Background: an optimization exercise with open tools, aiming at small area, a short achievable clock period and few clock cycles per item. Do not read the settings as production practice. Only simulation tests tie the RTL to the original design; equivalence was not proved. No activity file was given, so power comes from the tool's default toggle rates.

Design zi_sha256, start of the top module:
module zi_sha256 (
    input  wire         clk,
    input  wire         rst,           
    input  wire         in_valid,
    output wire         in_ready,
    input  wire [31:0]  in_data,
    input  wire         in_last,
    input  wire [2:0]   in_nbytes,     
    output reg          out_valid,
    output wire [255:0] out_digest
);
clock: 10.0 ns
lec_check: 0
cap_margin: 20
core_margin: 2
core_utilization: 55
slew_margin: 20
standard.sh (not shown) runs the stock make flow with config.mk's settings and CLKGATE_MAP_FILE= SYNTH_SCRIPT=/design/flow/synth_recipe.tcl, a recipe that flattens the netlist after the stock synthesis.
==> flow/flow/run.sh <==
#!/bin/bash
# The standard layout (standard.sh: unchanged synthesis and ORFS steps)
# with these options: timing repair aims at a larger setup margin; every port
# still gets its own buffer, but a plain buf_2 instead of the delay-buffer cell
# buffer_ports picks by itself; clock tree synthesis without dummy balancing
# loads and with larger sink clusters (fewer leaf buffers). The make output goes to flow_make.log; each ORFS step writes its own
# log under orfs/logs/.
set -euo pipefail
bash standard.sh \
  SETUP_SLACK_MARGIN=5.9 \
  "BUFFER_PORTS_ARGS=-buffer_cell sky130_fd_sc_hd__buf_2" \
  "CTS_ARGS=-sink_clustering_enable -repair_clock_nets -dont_use_dummy_load -sink_clustering_size 24 -sink_clustering_max_diameter 80" \
  finish > flow_make.log 2>&1
Testbench counts at the start, summed over its fixed seeds: cycles 70,032, bytes 62,061.
Change:
--- a/flow/flow/run.sh
+++ b/flow/flow/run.sh
@@ -8,5 +8,5 @@
 set -euo pipefail
 bash standard.sh \
-  SETUP_SLACK_MARGIN=5.9 \
+  SETUP_SLACK_MARGIN=5.8 \
   "BUFFER_PORTS_ARGS=-buffer_cell sky130_fd_sc_hd__buf_2" \
   "CTS_ARGS=-sink_clustering_enable -repair_clock_nets -dont_use_dummy_load -sink_clustering_size 24 -sink_clustering_max_diameter 80" \
- CORE_UTILIZATION: 55 -> 40
Design area is higher by 1.7%.
Setup slack is worse by 31 ps.
First-iteration DRC count is lower by 2.7%.
Register-to-register slack is worse by 30 ps.
Non-clock buffer count is higher by 5.
Clock-buffer cell count is higher by 14.
Synthesized area does not change.
Routed wire length is higher by 4.0%.
Change:
--- a/flow/flow/run.sh
+++ b/flow/flow/run.sh
@@ -8,5 +8,5 @@
 set -euo pipefail
 bash standard.sh \
-  SETUP_SLACK_MARGIN=5.8 \
+  SETUP_SLACK_MARGIN=5.95 \
   "BUFFER_PORTS_ARGS=-buffer_cell sky130_fd_sc_hd__buf_2" \
   "CTS_ARGS=-sink_clustering_enable -repair_clock_nets -dont_use_dummy_load -sink_clustering_size 24 -sink_clustering_max_diameter 80" \
- CORE_UTILIZATION: 40 -> 55
Cell area drops slightly. Via count climbs slightly. Count of clock-buffer cells in the layout drops by 14. Sequential share of layout area climbs by 0.43 points. Register-to-register slack gets better by 100 ps.
Change:
--- a/flow/flow/run.sh
+++ b/flow/flow/run.sh
@@ -8,5 +8,5 @@
 set -euo pipefail
 bash standard.sh \
-  SETUP_SLACK_MARGIN=5.95 \
+  SETUP_SLACK_MARGIN=6.0 \
   "BUFFER_PORTS_ARGS=-buffer_cell sky130_fd_sc_hd__buf_2" \
   "CTS_ARGS=-sink_clustering_enable -repair_clock_nets -dont_use_dummy_load -sink_clustering_size 24 -sink_clustering_max_diameter 80" \
Effect: The changed run completed without violations. Sequential share of layout area goes down by 0.16 points. First-iteration DRC count increases by a few percent. Clock skew is about the same. Maximum frequency came out lower slightly. Wire length went up slightly. Setup slack is worse by 13 ps. Cell count barely changes.

* * *

== v29 ==
zi_sha256 again, from the RTL that the note above started with.
==> flow/config.mk <==
export PLATFORM = sky130hd
export DESIGN_NAME = zi_sha256
export DESIGN_NICKNAME = zi_sha256
export VERILOG_FILES = /design/flow/design.v
export SDC_FILE = /design/flow/constraint.sdc
export NUM_CORES = 4
export LEC_CHECK = 0
export CAP_MARGIN = 20
export CORE_MARGIN = 2
export CORE_UTILIZATION = 65
export SLEW_MARGIN = 20
==> flow/constraint.sdc <==
create_clock -name core_clock -period 10.0 [get_ports {clk}]
set_input_delay 2.0000 -clock core_clock [delete_from_list [all_inputs] [get_ports {clk}]]
set_output_delay 2.0000 -clock core_clock [all_outputs]
set_load 0.01 [all_outputs]
==> flow/flow/run.sh <==
#!/bin/bash
# The standard layout (standard.sh: unchanged synthesis and ORFS steps)
# with these options: timing repair aims at a larger setup margin; every port
# still gets its own buffer, but a plain buf_2 instead of the delay-buffer cell
# buffer_ports picks by itself; clock tree synthesis without dummy balancing
# loads and with larger sink clusters (fewer leaf buffers). The make output goes to flow_make.log; each ORFS step writes its own
# log under orfs/logs/.
set -euo pipefail
bash standard.sh \
  SETUP_SLACK_MARGIN=5.9 \
  "BUFFER_PORTS_ARGS=-buffer_cell sky130_fd_sc_hd__buf_2" \
  "CTS_ARGS=-sink_clustering_enable -repair_clock_nets -dont_use_dummy_load -sink_clustering_size 24 -sink_clustering_max_diameter 80" \
  finish > flow_make.log 2>&1
Testbench counts of v29, summed over its fixed seeds: cycles 70,032, bytes 62,061.
### v29 -> v49
- PLACE_DENSITY: unset -> 0.68
- CORE_UTILIZATION: 65 -> 55
Findings:
- Delta (v49 minus v29): data arrival time of the worst path lower; fraction of final layout cells sized beyond drive strength 1 lower; first-pass GRT wire length lower; post-layout total power lower.
- Post-synthesis simple-gate area fraction: v29 vs v49 identical
### v49 -> v20
- clearing PLACE_DENSITY, which used to be 0.68
--- a/flow/flow/run.sh
+++ b/flow/flow/run.sh
@@ -4 +4 @@
-# still gets its own buffer, but a plain buf_2 instead of the delay-buffer cell
+# still gets its own buffer, but a plain buf_1 instead of the delay-buffer cell
@@ -11 +11 @@
-  "BUFFER_PORTS_ARGS=-buffer_cell sky130_fd_sc_hd__buf_2" \
+  "BUFFER_PORTS_ARGS=-buffer_cell sky130_fd_sc_hd__buf_1" \
==> comparison <==
Diff v49 -> v20: total iterations of the first detailed-routing run now smaller, share of the cycle needed by the critical path after routing shows an increase of 0.68 points, total power rose 0.21 mW.
Changes in v47 relative to v20:
- CORE_UTILIZATION: 55 -> 40
==> flow/flow/run.sh <==
#!/bin/bash
# The standard layout (standard.sh: unchanged synthesis and ORFS steps)
# with these options: timing repair aims at a larger setup margin; every port
# still gets its own buffer, but a plain buf_2 instead of the delay-buffer cell
# buffer_ports picks by itself; clock tree synthesis without dummy balancing
# loads. The make output goes to flow_make.log; each ORFS step writes its own
# log under orfs/logs/.
set -euo pipefail
bash standard.sh \
  SETUP_SLACK_MARGIN=5.8 \
  "BUFFER_PORTS_ARGS=-buffer_cell sky130_fd_sc_hd__buf_2" \
  "CTS_ARGS=-sink_clustering_enable -repair_clock_nets -dont_use_dummy_load -sink_clustering_size 30 -sink_clustering_max_diameter 100" \
  finish > flow_make.log 2>&1
Findings:
Diff v20 -> v47 | count of buffers not belonging to the clock network in the layout | down by a few percent
v47 against v20: maximum operating frequency decreased 0.56%, wire length increased about 3.5%, layout cell share with drive strength beyond 1 increased 3.6 points, power decreased 2.6%, internal power contribution decreased about 3.6%.
Summary: tightest slew margin relative to the limit, v47 worse than v20
The power consumed by combinational cells in v47 sits about 3% below the value recorded for v20.
Taking v20 as the reference point, the post-CTS setup buffer count of v47 falls by 10.
v47 against v20; final instance count without filler cells is up by a few percent.
[inputs] v35 vs v47
--- a/flow/flow/run.sh
+++ b/flow/flow/run.sh
@@ -12 +12 @@
-  "CTS_ARGS=-sink_clustering_enable -repair_clock_nets -dont_use_dummy_load -sink_clustering_size 30 -sink_clustering_max_diameter 100" \
+  "CTS_ARGS=-sink_clustering_enable -repair_clock_nets -dont_use_dummy_load" \
Findings:
- v35 ran to completion and came out clean on the timing, design-rule and antenna checks.
- v47 closes out successfully: all stages finished, all timing, DRC and antenna checks passed.
- | share of final layout cell area taken by non-clock buffers | v47 vs v35 | ≈ equal |
- Relative to v47, end-of-flow core utilization has increased by 1.5 points in v35.
- Comparing combinational share of power for v47 and v35, the bigger number came from v47.
- Taking v47 as the reference point, the wire length of v35 rises by 1.0%.
- Setup clock skew after layout: v35 vs v47 down 21 ps
- As of v35, design area had risen by a few percent compared to v47.
- Per the comparison of v35 with v47, number of global-route vias before repair increased about 2%; power now sits higher.

==> afterwards: timing with drivers on the ports <==
How much do the figures lean on ideal ports? The routed layouts below were timed once more, with nothing changed but the port constraints.
Step 1: set_driving_cell puts a clkbuf_16 on clk and a buf_2 on each other input, an assumption about the parent block.
Step 2 adds t to the input delays and takes it off the output delays; t is the mean of the earliest and latest rising clock arrival at the registers after step 1. Input paths then give back, and output paths get back, about the clock's delay inside the block.
Slacks: ideal / step 1 / step 2; pairs: ideal / step 1.
run	t, ns	setup slack, ns	worst setup path after step 2
the first run of note 1	0.718	5.915 / 5.915 / 5.358	input to register
the second run of note 1	0.760	5.884 / 5.884 / 5.495	input to register
the third run of note 1	0.716	5.985 / 5.985 / 5.372	input to register
the fourth run of note 1	0.719	5.972 / 5.972 / 5.347	input to register
v29	0.735	5.750 / 5.750 / 5.429	input to register
v49	0.733	5.958 / 5.958 / 5.445	input to register
v20	0.743	5.890 / 5.890 / 5.406	input to register
v47	0.759	5.867 / 5.867 / 5.549	input to register
v35	0.836	5.861 / 5.861 / 5.534	input to register
After both steps every run listed still meets setup and hold. For the fourth run of note 1, which loses most, drivers alone change the setup slack by 0.000 ns; drivers and shift together by -0.625 ns.
